What follows belongs to an exercise in optimizing a design on an open flow for small area; a production flow would make more cautious choices.
Function was checked by simulation only, so behaviour that the tests miss may differ from the original.
The clock port is modelled as an ideal driver; clocking choices that lean on that would not hold on a real chip.
Power figures rest on the tool's default switching activity, not on a simulated workload.

## flow/design.v (module list and top-level ports; edited modules follow where they fit)
// module lcd_ctrl: 3247 lines
module lcd_ctrl(clk, rst, rq_valid, rq_data, rq_ready, status, map_pixel, map_raw, adc_req, adc_ack, adc_data, lcd_cs, lcd_cd, lcd_sclk, lcd_mosi);
  // ...
==> flow/flow/run.sh <==
#!/bin/bash
# Layout flow: the standard ORFS flow (standard.sh: unchanged synthesis,
# floorplan, power grid, tap cells, placement, routing), with three layout
# choices changed:
#  - after synthesis, the logic between the registers is mapped again with an
#    area-oriented ABC script (flow/remap.py, flow/remap.abc); the registers
#    keep the standard synthesis's instances, names and cell types;
#  - the input and output port buffers are sky130_fd_sc_hd__buf_1 cells
#    (buffer_ports -buffer_cell), the smallest buffer;
#  - clock tree synthesis uses sky130_fd_sc_hd__clkbuf_8 buffers and inserts
#    no dummy loads (clock_tree_synthesis -dont_use_dummy_load).
# Logs, one per tool run, in the work folder: flow_synth.log (standard.sh
# synth), flow_remap.log (Yosys/ABC re-mapping), flow_finish.log (standard.sh
# to the end); each ORFS step also writes its full log under orfs/logs/.
set -euo pipefail
cd "$(dirname "$0")/.."
export BUFFER_PORTS_ARGS="-buffer_cell sky130_fd_sc_hd__buf_1"
export CTS_ARGS="-sink_clustering_enable -repair_clock_nets -dont_use_dummy_load -buf_list sky130_fd_sc_hd__clkbuf_8 -sink_clustering_size 30 -sink_clustering_max_diameter 150 -sink_clustering_buffer sky130_fd_sc_hd__clkbuf_8"
bash standard.sh synth > flow_synth.log 2>&1
R=orfs/results/${FLOW_PLATFORM}/lcd_ctrl/base
LIB=${FLOW_HOME}/platforms/${FLOW_PLATFORM}/lib/sky130_fd_sc_hd__tt_025C_1v80.lib
YOSYS=${FLOW_HOME}/../tools/install/yosys/bin/yosys
cp $R/1_2_yosys.v flow_synth_netlist.v
python3 flow/remap.py "$LIB" "${FLOW_HOME}/platforms/${FLOW_PLATFORM}/config.mk" flow_synth_netlist.v flow_remap.v flow/remap.abc > flow_remap.ys
$YOSYS -l flow_remap.log -q -s flow_remap.ys > /dev/null 2>&1
# keep only the top module (the flip-flop and tie cells are library cells)
python3 - <<'PY'
import re
s = open('flow_remap.v.all').read()
m = re.search(r'^module lcd_ctrl\b.*?^endmodule', s, re.S | re.M)
open('flow_remap.v', 'w').write(m.group(0) + '\n')
PY
cp flow_remap.v $R/1_2_yosys.v
rm -f $R/1_synth.odb $R/1_synth.sdc
bash standard.sh finish > flow_finish.log 2>&1
test -f out/final.def
==> flow/flow/remap.abc <==
strash
&get -n
&dc2
&put
dch
amap
strash
dch
amap
topo
==> flow/flow/remap.py <==
# Writes the Yosys script that re-maps the logic between the registers of
# ORFS's synthesised netlist: the flip-flops and tie cells stay as they are
# (same instances, names and cell types); every other cell is read as its
# liberty function and the logic is mapped again by ABC with an area-oriented
# script (remap.abc, dch + amap).
import sys, re
lib, cfg, netin, netout, abc = sys.argv[1:6]
txt = open(cfg).read()
m = re.search(r'DONT_USE_CELLS \+=(.*?)\n\s*\n', txt, re.S)
dont = [c for c in re.split(r'[\s\\]+', m.group(1)) if c.startswith('sky130')] if m else []
du = ' '.join('-dont_use ' + c for c in dont)
net = open(netin).read()
seq = sorted(set(re.findall(r'\b(sky130_fd_sc_hd__\w*(?:df|dl|sdf|conb)\w*)\s', net)))
keep = ' '.join(seq)
print(f"""
read_liberty -ignore_miss_func {lib}
read_verilog {netin}
hierarchy -top lcd_ctrl
setattr -mod -set keep_hierarchy 1 {keep}
flatten
opt_clean -purge
abc -script {abc} -liberty {lib} {du} lcd_ctrl
opt_clean -purge
rename -enumerate -pattern remap_%_ lcd_ctrl
hilomap -singleton -hicell sky130_fd_sc_hd__conb_1 HI -locell sky130_fd_sc_hd__conb_1 LO lcd_ctrl
insbuf -buf sky130_fd_sc_hd__buf_4 A X lcd_ctrl
rename -enumerate -pattern tail_%_ lcd_ctrl
opt_clean -purge
select -module lcd_ctrl
stat -liberty {lib}
select -clear
write_verilog -noattr -selected {netout}.all
""")
==> flow/standard.sh <==
#!/bin/bash
# synth_recipe.tcl (not shown) runs the flow's synth.tcl, then flattens the netlist and writes it again
# the make line also repeats each setting of config.mk as NAME=value (left out here)
make -C /OpenROAD-flow-scripts/flow DESIGN_CONFIG=/design/flow/config.mk WORK_HOME=/design/flow/orfs CLKGATE_MAP_FILE= SYNTH_SCRIPT=/design/flow/synth_recipe.tcl "${@:-finish}"
==> flow/config.mk <==
export PLATFORM = sky130hd
export DESIGN_NAME = lcd_ctrl
export DESIGN_NICKNAME = lcd_ctrl
export VERILOG_FILES = /design/flow/design.v
export SDC_FILE = /design/flow/constraint.sdc
export NUM_CORES = 4
export LEC_CHECK = 0
export ABC_AREA = 1
export CAP_MARGIN = 20
export CORE_MARGIN = 2
export CORE_UTILIZATION = 40
export SLEW_MARGIN = 20
==> flow/constraint.sdc <==
create_clock -name core_clock -period 20.0 [get_ports {clk}]
set_input_delay 4.0000 -clock core_clock [delete_from_list [all_inputs] [get_ports {clk}]]
set_output_delay 4.0000 -clock core_clock [all_outputs]
set_load 0.01 [all_outputs]
==> run summary, run 1 <==
- In the final layout, the share of cells above drive strength 1 is 1.721%.
- Final hold analysis gives a worst-case slack of 0.4092 ns.
- Global routing consumed, on the met3 layer, 5.251% of the routing resources.
- The die covers 25,190 um2.
- Dividing the detail-routed wire length by the instance count gives 19.51 um.
* Endpoint type of the worst setup path: output port
* First-pass GRT wire length: between 40 and 50 mm
- Power in sequential cells: 459 uW
- Number of failing hold endpoints at the final stage: 0
* Group drawing the most power: sequential cells
- Walking the worst path, the cells encountered are clkinv_1, nor2_1, clkinv_1, o22ai_1, a31oi_1, nor2_1, nor2_1, nor2_1, a21oi_1, o21ai_0, o32ai_1, o22ai_1, nor2_1, a21oi_1, o22ai_1, nor3_1, nor2_1, nor2_1, clkinv_1, a2111oi_0, a31oi_1, o21ai_0, buf_1.
- CTS buffer count: 17
- Across all register-to-register paths, the minimum setup slack is between 10 and 15 ns.
- Overall Power: 733.9 uW
- Final-layout fill cell count: 2,349
* FF+latch area: 5225 um2
- Inserted Diodes: 0
* Area of the mapped netlist: 9573 um2
* Comb pwr share: 10.6%
- Outcome: complete, no violations
* Cell-internal power: 545.7 uW
- Number of well taps: roughly 320
* RR Startpoint: kidx[0]$_DFF_P_
- In the final layout, the multi-input gates occupy 3661 um2.
- Leaving out fill and tap cells, the most frequent cells in the layout are nor2_1 (191), clkinv_1 (142), edfxtp_1 (126).
- The kind of cell with the highest combined delay along the critical path is compound AO/OA/AOI/OAI gates.
- Setup violations remaining at the end of the flow were counted as 0.
- The number of buffers and inverters on the critical path is 4.
- The clock arrives with 0.05326 ns of skew.
* # rows: 56
- For the combinational group, total power comes out at 78.1 uW.
- Number of hold buffers added after CTS: 0
* Clk_buf instances: 17
- The design has 198 sequential cells.
==> run 2, diff against run 1 <==
--- a/flow/flow/run.sh
+++ b/flow/flow/run.sh
@@ -15,7 +15,7 @@
 set -euo pipefail
 cd "$(dirname "$0")/.."
 export BUFFER_PORTS_ARGS="-buffer_cell sky130_fd_sc_hd__buf_1"
-export CTS_ARGS="-sink_clustering_enable -repair_clock_nets -dont_use_dummy_load -buf_list sky130_fd_sc_hd__clkbuf_8 -sink_clustering_size 30 -sink_clustering_max_diameter 150 -sink_clustering_buffer sky130_fd_sc_hd__clkbuf_8"
+export CTS_ARGS="-repair_clock_nets -dont_use_dummy_load -buf_list sky130_fd_sc_hd__clkbuf_8"
 bash standard.sh synth > flow_synth.log 2>&1
 R=orfs/results/${FLOW_PLATFORM}/lcd_ctrl/base
 LIB=${FLOW_HOME}/platforms/${FLOW_PLATFORM}/lib/sky130_fd_sc_hd__tt_025C_1v80.lib
==> run summary, run 2 <==
* Outcome: complete, no violations
- The count of fill cells added during filler insertion came to 2,349 (unchanged).
- Highest-count cells in the layout ignoring fill and taps: nor2_1 (191), clkinv_1 (142), edfxtp_1 (126)
- Achievable clock frequency: between 100 and 150 MHz
- Average via count per standard cell: between 5 and 6
- In this run the power density over the cells is 71.52 nW/um2.
- Clock insertion delay at the later pin of the skew report: ~0.48 ns
- Number of max-cap violations: 0
- Instance count of the mapped netlist: 1,049
- For the pin with the worst max-slew slack, the measured transition is 1.089 ns.
- Growth of design area from synthesis to finish: 7.189%
* Endpoint type of the worst setup path: output port
- WL final: 27.76 mm
* Family with the most delay on the worst path: compound AO/OA/AOI/OAI gates
* Detailed placer's ending HPWL: roughly 21 mm
- Via count: ~8,000
* Starting utilization of the core area: 40.78%
- The wire length of the first global-routing pass was 43.72 mm (unchanged).
* Worst path buffer plus inverter count: 4 (unchanged)
- The internal power summed over all cells was 545.7 uW (unchanged).
* Crit Path Category: register to output port
* RR Startpoint: kidx[0]$_DFF_P_
* DRT Pass-1 Iters: 5
- Area of the mapped netlist: 9573 um2 (unchanged)
- Number of setup violations in the final report: 0 (unchanged)
- Quantity of I/O buffers inserted on ports: 52
- The area taken by multi-input logic gates is 3661 um2 (unchanged).
* Sw power: 188.2 uW
- Most frequent cell on the critical path: nor2_1
- Setup crit end: map_pixel[5]
- Most common cell after layout, fill and taps aside: nor2_1
- FF+latch area: 5225 um2 (unchanged)
- Critical path depth in cells: 23
* Y dimension of the die: roughly 160 um
- Origin of the worst setup path: map_raw[0]$_DFF_P_
- Iteration-0 DRC Markers: approximately 840
- The total die area was 25,190 um2 (unchanged).
- Summed over all layers, the global routing overflow is 0.
- CORE AREA: 23,470 um2
* Number of failing hold endpoints at the final stage: 0 (unchanged)
- Count of pins on the block boundary: 64
* YS warnings: 1
- Once placement completed, the tool counted placed cells totaling 1,406.
- Leaving out filler cells and counting taps, the final layout contains 1,423.
- Sink count of the clock tree: 198
* Maximum number of pins on one net before global-route repair: between 60 and 70
* Comb pwr share: 10.6% (about the same)
- Setup repair after global routing left no endpoint under its margin.
- DRC violations left: 0
- Overall Global Routing Usage: between 20% and 30%
- Max Clock Skew: 0.05326 ns (unchanged)
- Period utilisation layout: between 40 and 50%
- End of the worst register-to-register path: g_kp_reg_7$_DFF_P_
- Of the total power, registers draw around 63%.
- The layout cell share with drive strength beyond 1 came to 1.721% (unchanged).
- Depth of the most critical reg-to-reg path: 26
- The global-route track usage on met3 was 5.251% (unchanged).
* Number of hold buffers added after CTS: 0 (unchanged)
* Clock tree from TritonCTS: done
* Inserted Diodes: 0 (unchanged)
- met2 is the most crowded layer.
* Post-CTS Setup Repair Bufs: 0
- Traced cell by cell, the critical path runs through clkinv_1, nor2_1, clkinv_1, o22ai_1, a31oi_1, nor2_1, nor2_1, nor2_1, a21oi_1, o21ai_0, o32ai_1, o22ai_1, nor2_1, a21oi_1, o22ai_1, nor3_1, nor2_1, nor2_1, clkinv_1, a2111oi_0, a31oi_1, o21ai_0, buf_1.
* Max FFs per register: 11
- Worst reg2reg setup slack: 14.21 ns (about the same)
- After synthesis, the mean cell area works out to 9.126 um2.
- The count of nets left with antenna violations once routing finished came out at 0.
- Endpoint arrival time on the critical path: between 4 and 5 ns
- Number of global-route vias before repair: between 7,000 and 8,000
* Startpoint class of the critical path: register
- The post-detailed-route wirelength per cell is 19.51 um (unchanged).
- For this run, global-route usage on met2 was measured as 33.45%.
- Net switching share of the total power: around a quarter
- Leakage: 3.223 nW
* Portion of total power attributed to the clock network: 26.8%
- # rows: 56 (unchanged)
- Required arrival time at the worst endpoint: 16.00 ns
- Routability Congestion: between 0.9 and 1
- Slew headroom: 26.87%
* # nets final: 1,129
- Die span in x: 158.7 um
- In this run the worst path has a maximum fanout of 5.
- Type of the worst min-delay path: register to register
* Largest register by flop count: map_raw
- CTS buffer count: 17 (unchanged)
- The number of antenna violations at the first check in global routing is 1.
- Clock edge transition at the registers on the reported setup and hold paths: 0.10 ns
* Slowest stage delay, CP: 0.66 ns
- Max-slew violation total from the final report: 0
* GRT met1 Usage: 31.80%
- For the finished layout, the period the worst path requires is slightly below 9 ns.
- Resized cells post-CTS: 0
* Standard cell with the maximum stage delay on the critical path: a2111oi_0
* Highest ir drop seen on vdd: 0.04937 mV
* Total negative setup slack: 0 ns
## run 2: through the flow
step           setup WS, ns  cell area (um2)  hold slack (ns)  utilization (%)  total power, mW
2_1_floorplan         11.65             9610           0.4003                -           0.5171
3_3_place_gp          11.34            10030           0.4001            42.72           0.5446
3_5_place_dp          11.32            10030           0.4045            42.72           0.5442
4_1_cts               11.25            10260           0.4066            43.72           0.7382
5_1_grt               10.58            10260           0.4160            43.72           0.7626
6_report              11.27            10260           0.4092            43.72           0.7339
## run 2: worst min-delay path by stage
stage                         startpoint                    to  slack, ns  depth (start not counted)
floorplan           g_fb_14[0]$_DFFE_PN_  g_fb_13[0]$_DFFE_PN_       0.40                          0
global placement     g_fb_3[4]$_DFFE_PN_   g_fb_2[4]$_DFFE_PN_       0.40                          0
detailed placement  g_fb_14[2]$_DFFE_PN_  g_fb_13[2]$_DFFE_PN_       0.40                          0
CTS                 g_fb_10[3]$_DFFE_PN_   g_fb_9[3]$_DFFE_PN_       0.41                          0
global route         g_fb_2[4]$_DFFE_PN_   g_fb_1[4]$_DFFE_PN_       0.42                          0
finish              g_fb_10[3]$_DFFE_PN_   g_fb_9[3]$_DFFE_PN_       0.41                          0
## run 2: power by group through the flow
stage / Sequential [mW] / Clock [mW] / Combinational, mW
global route: 0.461 / 0.215 / 0.0866
floorplan: 0.461 / 0 / 0.0561
detailed placement: 0.468 / 0 / 0.0762
CTS: 0.459 / 0.203 / 0.0765
finish: 0.459 / 0.196 / 0.0781
global placement: 0.468 / 0 / 0.0763
## run 2: layout make-up
type	instances	area share (%)
sequential	198	50.92
multi-input combinational	693	35.68
inverter	143	5.255
tap	319	3.890
clock buffer	17	2.280
timing repair buffer	53	1.975
## run 2: metal layers
| metal | routed length (um) | part of all wire, % |
|---|---|---|
| met1 | 12910 | 47 |
| met2 | 11900 | 43 |
| met3 | 2215 | 8.0 |
| met4 | 713 | 2.6 |
| met5 | 12 | 0.043 |
==> run 3, diff against run 2 <==
--- a/flow/flow/run.sh
+++ b/flow/flow/run.sh
@@ -15,7 +15,7 @@
 set -euo pipefail
 cd "$(dirname "$0")/.."
 export BUFFER_PORTS_ARGS="-buffer_cell sky130_fd_sc_hd__buf_1"
-export CTS_ARGS="-repair_clock_nets -dont_use_dummy_load -buf_list sky130_fd_sc_hd__clkbuf_8"
+export CTS_ARGS="-sink_clustering_enable -repair_clock_nets -dont_use_dummy_load -buf_list sky130_fd_sc_hd__clkbuf_8"
 bash standard.sh synth > flow_synth.log 2>&1
 R=orfs/results/${FLOW_PLATFORM}/lcd_ctrl/base
 LIB=${FLOW_HOME}/platforms/${FLOW_PLATFORM}/lib/sky130_fd_sc_hd__tt_025C_1v80.lib
==> run summary, run 3 <==
- Counting flops per register, the top entry is map_raw.
- The number of warning messages in the yosys log was 1 (unchanged).
* Crit Path Category: register to output port
- The layout net count came to 1,129 (unchanged).
* DRT Pass-1 Iters: 5 (unchanged)
* Area of the die: 25,190 um2 (unchanged)
* Area of the mapped netlist: 9573 um2 (unchanged)
- Achievable clock frequency: 114.6 MHz (unchanged)
* Clock edge transition at the registers on the reported setup and hold paths: 0.10 ns (about the same)
- Number of hold buffers added after CTS: 0 (unchanged)
- Sink count of the clock tree: 198 (unchanged)
- The data arrival at the endpoint of the critical path was 4.73 ns (about the same).
* Antenna violations before repair: 1 (unchanged)
* Clock insertion delay at the later pin of the skew report: 0.48 ns (about the same)
- The post-detailed-route wirelength per cell is 19.51 um (unchanged).
- The final-report max-slew violation count is 0 (unchanged).
- STA classifies the critical path endpoint as an output port.
- Starting utilization of the core area: 40.78% (unchanged)
- Cells on Worst Hold Path: 0 (unchanged)
- The estimated wirelength of the detail-placed design was 21.08 mm (unchanged).
- Slew headroom: 26.87% (unchanged)
- The via density per instance came to 5.771 (unchanged).
- The number of buffers inserted to repair setup after CTS was 0 (unchanged).
- The worst hold path begins at g_fb_10[3]$_DFFE_PN_.
- Max Clock Skew: 0.05326 ns (unchanged)
* Instance count of the mapped netlist: 1,049 (unchanged)
- In this run the worst setup path begins at map_raw[0]$_DFF_P_.
* Count of antenna-violating nets left after detailed routing: 0 (unchanged)
- DRC violations left: 0 (unchanged)
- TritonCTS built the clock tree.
* RR Startpoint: kidx[0]$_DFF_P_
- The aggregate negative setup slack is 0 ns (unchanged).
* Number of failing hold endpoints at the final stage: 0 (unchanged)
- The count of instances resized after the clock tree is built is 0 (unchanged).
- WL final: 27.76 mm (unchanged)
- The chip width was 158.7 um (unchanged).
* Quantity of I/O buffers inserted on ports: 52 (unchanged)
- The wire length of the first global-routing pass is 43.72 mm (unchanged).
* End of the worst register-to-register path: g_kp_reg_7$_DFF_P_
- The maximum VDD drop came to 0.04937 mV (unchanged).
* Inserted Diodes: 0 (unchanged)
- Overall Global Routing Usage: 22.22% (unchanged)
- Type of the worst min-delay path: register to register
- The endpoint required time on the critical path is 16.00 ns (about the same).
* Startpoint class of the critical path: register
* Growth of design area from synthesis to finish: 7.189% (unchanged)
- Number of global-route vias before repair: 7,656 (unchanged)
- Routability Congestion: 0.9339 (unchanged)
- Y dimension of the die: 158.7 um (unchanged)
- Via count: 8,212 (unchanged)
- The actual transition at the worst max-transition pin came to 1.089 ns (unchanged).
- The final setup violation count came to 0 (unchanged).
* PD cells: 71.52 nW/um2 (unchanged)
- Leaving out fill and tap cells, the most frequent cell in the layout is nor2_1.
- The flow ran to the end and the layout has no timing, DRC or antenna violations.
- CORE AREA: 23,470 um2 (unchanged)
- # rows: 56 (unchanged)
- The library cells used most frequently in the layout, excluding fill and tap cells, are nor2_1 (191), clkinv_1 (142), edfxtp_1 (126).
- The maximum fanout count along the critical path is 5 (unchanged).
- The number of flip-flops in the largest register came to 11 (unchanged).
- Leakage: 3.223 nW (unchanged)
* Number of max-cap violations: 0 (unchanged)
- Final WS setup: 11.27 ns (unchanged)
- The mean instance size in the synthesized netlist came to 9.126 um2 (unchanged).
- The count of fill cells added during filler insertion was 2,349 (unchanged).
* DP Worst Slack: 11.32 ns (unchanged)
- Worst reg2reg setup slack: 14.21 ns (about the same)
- Count of pins on the block boundary: 64 (unchanged)
* CTS buffer count: 17 (unchanged)
- Final critical delay including setup and external delays: 8.727 ns (unchanged)
* Period utilisation layout: 43.64% (unchanged)
- Iteration-0 DRC Markers: 835 (unchanged)
* Total overflow reported by the global router: 0 (unchanged)
- The layout cell share with drive strength beyond 1 was 1.721% (unchanged).
- For hold timing, the worst endpoint is g_fb_9[3]$_DFFE_PN_.
- Setup repair after global routing left no endpoint under its margin.
* Maximum number of pins on one net before global-route repair: 67 (unchanged)
* Depth of the most critical reg-to-reg path: 26 (unchanged)
==> run 3: cell counts in the layout (fill, tap and decap cells not counted) <==
Identical to the previous run, type by type.
==> run 3: worst max-delay path, cell delays in order, from the launching register on <==
cell       delay [ns]
dfxtp_1          0.44
clkinv_1         0.14
nor2_1           0.26
clkinv_1         0.17
o22ai_1          0.23
a31oi_1          0.09
nor2_1           0.16
nor2_1           0.07
nor2_1           0.09
a21oi_1          0.05
o21ai_0          0.16
o32ai_1          0.09
o22ai_1          0.25
nor2_1           0.09
a21oi_1          0.17
o22ai_1          0.15
nor3_1           0.21
nor2_1           0.08
nor2_1           0.19
clkinv_1         0.09
a2111oi_0        0.66
a31oi_1          0.16
o21ai_0          0.11
buf_1            0.17
==> run 3: through the flow <==
stage	hold WS, ns	power [mW]	util [%]	cells	instance area [um2]
floorplan	0.4003	0.5171	-	1059	9610
global route	0.4160	0.7626	43.72	1423	10260
detailed placement	0.4045	0.5442	42.72	1406	10030
global placement	0.4001	0.5446	42.72	1406	10030
CTS	0.4066	0.7382	43.72	1423	10260
finish	0.4092	0.7339	43.72	1423	10260
==> run 3: layout make-up <==
| type | count | area, um2 | share of cell area [%] |
|---|---|---|---|
| inverter | 143 | 539.3 | 5.255 |
| multi-input combinational | 693 | 3661 | 35.68 |
| clock buffer | 17 | 234.0 | 2.280 |
| timing repair buffer | 53 | 202.7 | 1.975 |
| tap | 319 | 399.1 | 3.890 |
| sequential | 198 | 5225 | 50.92 |
==> run 3: how the worst max path moves through the flow <==
stage / to / slack, ns / cells after the start
after global placement: rq_ready / 11.34 / 3
after floorplan: cnt[3]$_DFF_P_ / 11.65 / 10
after global routing: map_pixel[5] / 10.58 / 23
after CTS: map_pixel[5] / 11.25 / 23
after detailed placement: rq_ready / 11.32 / 3
final: map_pixel[5] / 11.27 / 23
==> run 3: power by group <==
group          switching (mW)  internal, mW  leakage, nW
Clock                   0.121        0.0755        0.122
Combinational          0.0517        0.0264         1.38
Sequential             0.0156         0.444         1.72
Total                   0.188         0.546         3.22
==> run 3: routing by layer <==
layer / vias up / track usage, % / routed length, um
li1: 3909 / - / -
met1: 3903 / 31.80 / 12910
met5: - / 0 / 12
met2: 350 / 33.45 / 11900
met4: 2 / 6.589 / 713
met3: 48 / 5.251 / 2215
==> run 4, diff against run 3 <==
--- a/flow/flow/run.sh
+++ b/flow/flow/run.sh
@@ -3,7 +3,7 @@
 # floorplan, power grid, tap cells, placement, routing), with three layout
 # choices changed:
 #  - after synthesis, the logic between the registers is mapped again with an
-#    area-oriented ABC script (flow/remap.py, flow/remap.abc); the registers
+#    area-oriented ABC script (flow/remap.py, flow/remap.abc: deepsyn, dch, amap); the registers
 #    keep the standard synthesis's instances, names and cell types;
 #  - the input and output port buffers are sky130_fd_sc_hd__buf_1 cells
 #    (buffer_ports -buffer_cell), the smallest buffer;
==> flow/flow/remap.abc (replaced) <==
strash
&get -n
&deepsyn -T 60 -S 1
&put
dch
amap
strash
dch
amap
topo
==> run summary, run 4 <==
* Highest ir drop seen on vdd: 0.04044 mV (-18%)
- The final-report max-slew violation count is 0 (unchanged).
* Highest-count cells in the layout ignoring fill and taps: nor2_1 (199), clkinv_1 (136), edfxtp_1 (126)
- Achievable clock frequency: 114.8 MHz (+0.15%)
* Overall Power: 770.8 uW (+5.0%)
* Via count: 8,294 (+1.0%)
* Required arrival time at the worst endpoint: 16.00 ns (about the same)
* Area of the mapped netlist: 9525 um2 (-0.50%)
- Hold_ws: 0.4181 ns (+0.008859 ns)
* Largest register by flop count: map_raw
- Slew headroom: 23.43% (-3.4 points)
* Max FFs per register: 11 (unchanged)
- The switching component of the power came to 211.2 uW (+12%).
* Type of the worst min-delay path: register to register
- The layout net count came to 1,125 (-0.35%).
- The total global routing overflow was 0 (unchanged).
- Number of hold buffers added after CTS: 0 (unchanged)
- Transition time of the tightest slew-check pin: 1.120 ns (+0.03095 ns)
- Average via count per standard cell: 5.845 (+1.3%)
* DRC violations left: 0 (unchanged)
- Portion of total power attributed to the clock network: 25.6% (-1.2 points)
- Number of max-cap violations: 0 (unchanged)
* Detailed placer's ending HPWL: 20.91 mm (-0.80%)
- The maximum number of pins on one net before global-route repair is 69 (+3.0%).
- Overall Global Routing Usage: 22.42% (+0.20 points)
* Total negative setup slack: 0 ns (unchanged)
* Startpoint class of the critical path: primary input
- The internal power summed over all cells came to 559.6 uW (+2.6%).
- The detailed-routing iteration count for the pre-antenna-repair pass was 5 (unchanged).
- The leakage power was 3.215 nW (-0.25%).
- The switching share of power was 27.40% (+1.8 points).
- The worst setup path is captured at an output port.
- Fraction of the core area covered by cells at the end of the flow: 43.74% (about the same)
- The number of hold-slack violations in the final timing report was 0 (unchanged).
- Clock edge transition at the registers on the reported setup and hold paths: 0.11 ns (about the same)
- Clock tree from TritonCTS: done
- The run finished with no timing, DRC or antenna violations.
* CTS buffer count: 17 (unchanged)
* Clock insertion delay at the later pin of the skew report: 0.47 ns (about the same)
- The CTS sink count was 198 (unchanged).
* Comb pwr share: 12.9% (+2.3 points)
* Period utilisation layout: 43.57% (-0.064 points)
* Antenna violations before repair: 1 (unchanged)
- Number of setup violations in the final report: 0 (unchanged)
* Routability Congestion: 0.9215 (-1.3%)
- Layout cell share with drive strength beyond 1: 2.000% (+0.28 points)
- The critical path is of the primary input to output port type.
- Iteration-0 DRC Markers: 1,073 (+29%)
- The data arrival at the endpoint of the critical path came to 4.71 ns (-0.02 ns).
- Inserted Diodes: 0 (unchanged)
* Growth of design area from synthesis to finish: 7.461%
* Post-CTS Setup Repair Bufs: 0 (unchanged)
* Number of global-route vias before repair: 7,541 (-1.5%)
* Quantity of I/O buffers inserted on ports: 52 (unchanged)
- The vertical die dimension is 158.3 um (-0.24%).
- Starting utilization of the core area: 40.70% (-0.081 points)
* Sequential fraction of design power: 61.5% (-1.1 points)
* # rows: 56 (unchanged)
- The post-detailed-route wirelength per cell was 19.51 um (about the same).
- Die span in x: 158.3 um (-0.24%)
- Most common cell after layout, fill and taps aside: nor2_1
- The number of warning messages in the yosys log came to 1 (unchanged).
- The count of antenna-violating nets left after detailed routing came to 0 (unchanged).
- The top-level I/O count is 64 (unchanged).
- The placeable core region came to 23,400 um2 (-0.30%).
* Average size of a mapped cell: 9.141 um2 (+0.17%)
- The shortest clock period the worst path allows after layout was 8.715 ns (-0.01280 ns).
- CP Max Fanout: 15 (+10)
- Instance count of the mapped netlist: 1,042 (-0.67%)
- Unrepaired setup endpoints after global routing: no
* WL final: 27.68 mm (-0.29%)
- The wire length of the first global-routing pass is 42.23 mm (-3.4%).
- PD cells: 75.30 nW/um2 (+5.3%)
- Final-layout fill cell count: 2,323 (-1.1%)
- The total die area is 25,060 um2 (-0.48%).
- Resized cells post-CTS: 0 (unchanged)
* Max Clock Skew: 0.03719 ns (-0.01607 ns)
run 4: power by group through the flow:
stage	sequential, mW	clock (mW)	combinational [mW]
floorplan	0.472	0	0.0714
global placement	0.483	0	0.0963
detailed placement	0.483	0	0.0961
CTS	0.474	0.204	0.0967
global route	0.476	0.218	0.109
finish	0.474	0.197	0.0991
run 4: final cells by class:
type | count | area [um2] | area share, %
flip-flops and latches | 198 | 5225 | 51.04
well taps | 319 | 399.1 | 3.899
repair buffers | 56 | 225.2 | 2.200
clock buffers | 17 | 234.0 | 2.286
multi-input cells | 692 | 3636 | 35.52
inverters | 137 | 516.7 | 5.048
run 4: critical path, cell delays in order:
cell and delay, ns:
buf_1 0.46, nor2_1 0.10, buf_1 0.15
run 4: metrics by stage:
stage	std cells	setup WS (ns)	cell area, um2
after floorplan	1052	11.75	9563
after global placement	1402	11.27	10000
after detailed placement	1402	11.27	10000
after CTS	1419	11.27	10240
after global routing	1419	10.91	10240
final	1419	11.29	10240
run 4: worst paths after layout:
check / start / endpoint / slack (ns) / depth (start not counted)
worst max-delay path: rst / rq_ready / 11.29 / 3
worst min-delay path: g_fb_2[4]$_DFFE_PN_ / g_fb_1[4]$_DFFE_PN_ / 0.42 / 0
worst max register to register: kidx[5]$_DFF_P_ / g_kp_reg_7$_DFF_P_ / 13.25 / 27
worst min register to register: g_fb_2[4]$_DFFE_PN_ / g_fb_1[4]$_DFFE_PN_ / 0.42 / 0
run 4: layer usage:
layer  GRT usage [%]  up-vias  wire (um)
met5               0        -         13
met4           6.006        2        557
met3           4.709       46       2405
met2           34.29      412      12020
met1           32.41     3933      12680
li1                -     3901          -

[afterwards: timing with drivers on the ports]
The results above use ideal ports. As a check the final layouts listed here were re-extracted and re-timed, cells and wires unchanged. Step 1 sets driving cells, clkbuf_16 on the clock port and buf_2 on the other inputs (assumed; they add their load-dependent delay and slew). Step 2 also shifts input and output timing later by t, the mid clock arrival at the registers, as if the neighbouring blocks saw the same clock. a / b / c = no drivers / after step 1 / after step 2; a / b = the first two.
run	shift t [ns]	setup slack, ns	cell pins on the clock port's net
run 1	0.492	11.273 / 11.233 / 11.291	1
run 2	0.492	11.273 / 11.233 / 11.291	1
run 3	0.492	11.273 / 11.233 / 11.291	1
run 4	0.489	11.286 / 11.262 / 11.262	1
After both steps setup and hold are still met in every run listed. The setup slack of run 4, which loses most, moves by -0.024 ns with the drivers and by -0.024 ns with both steps.
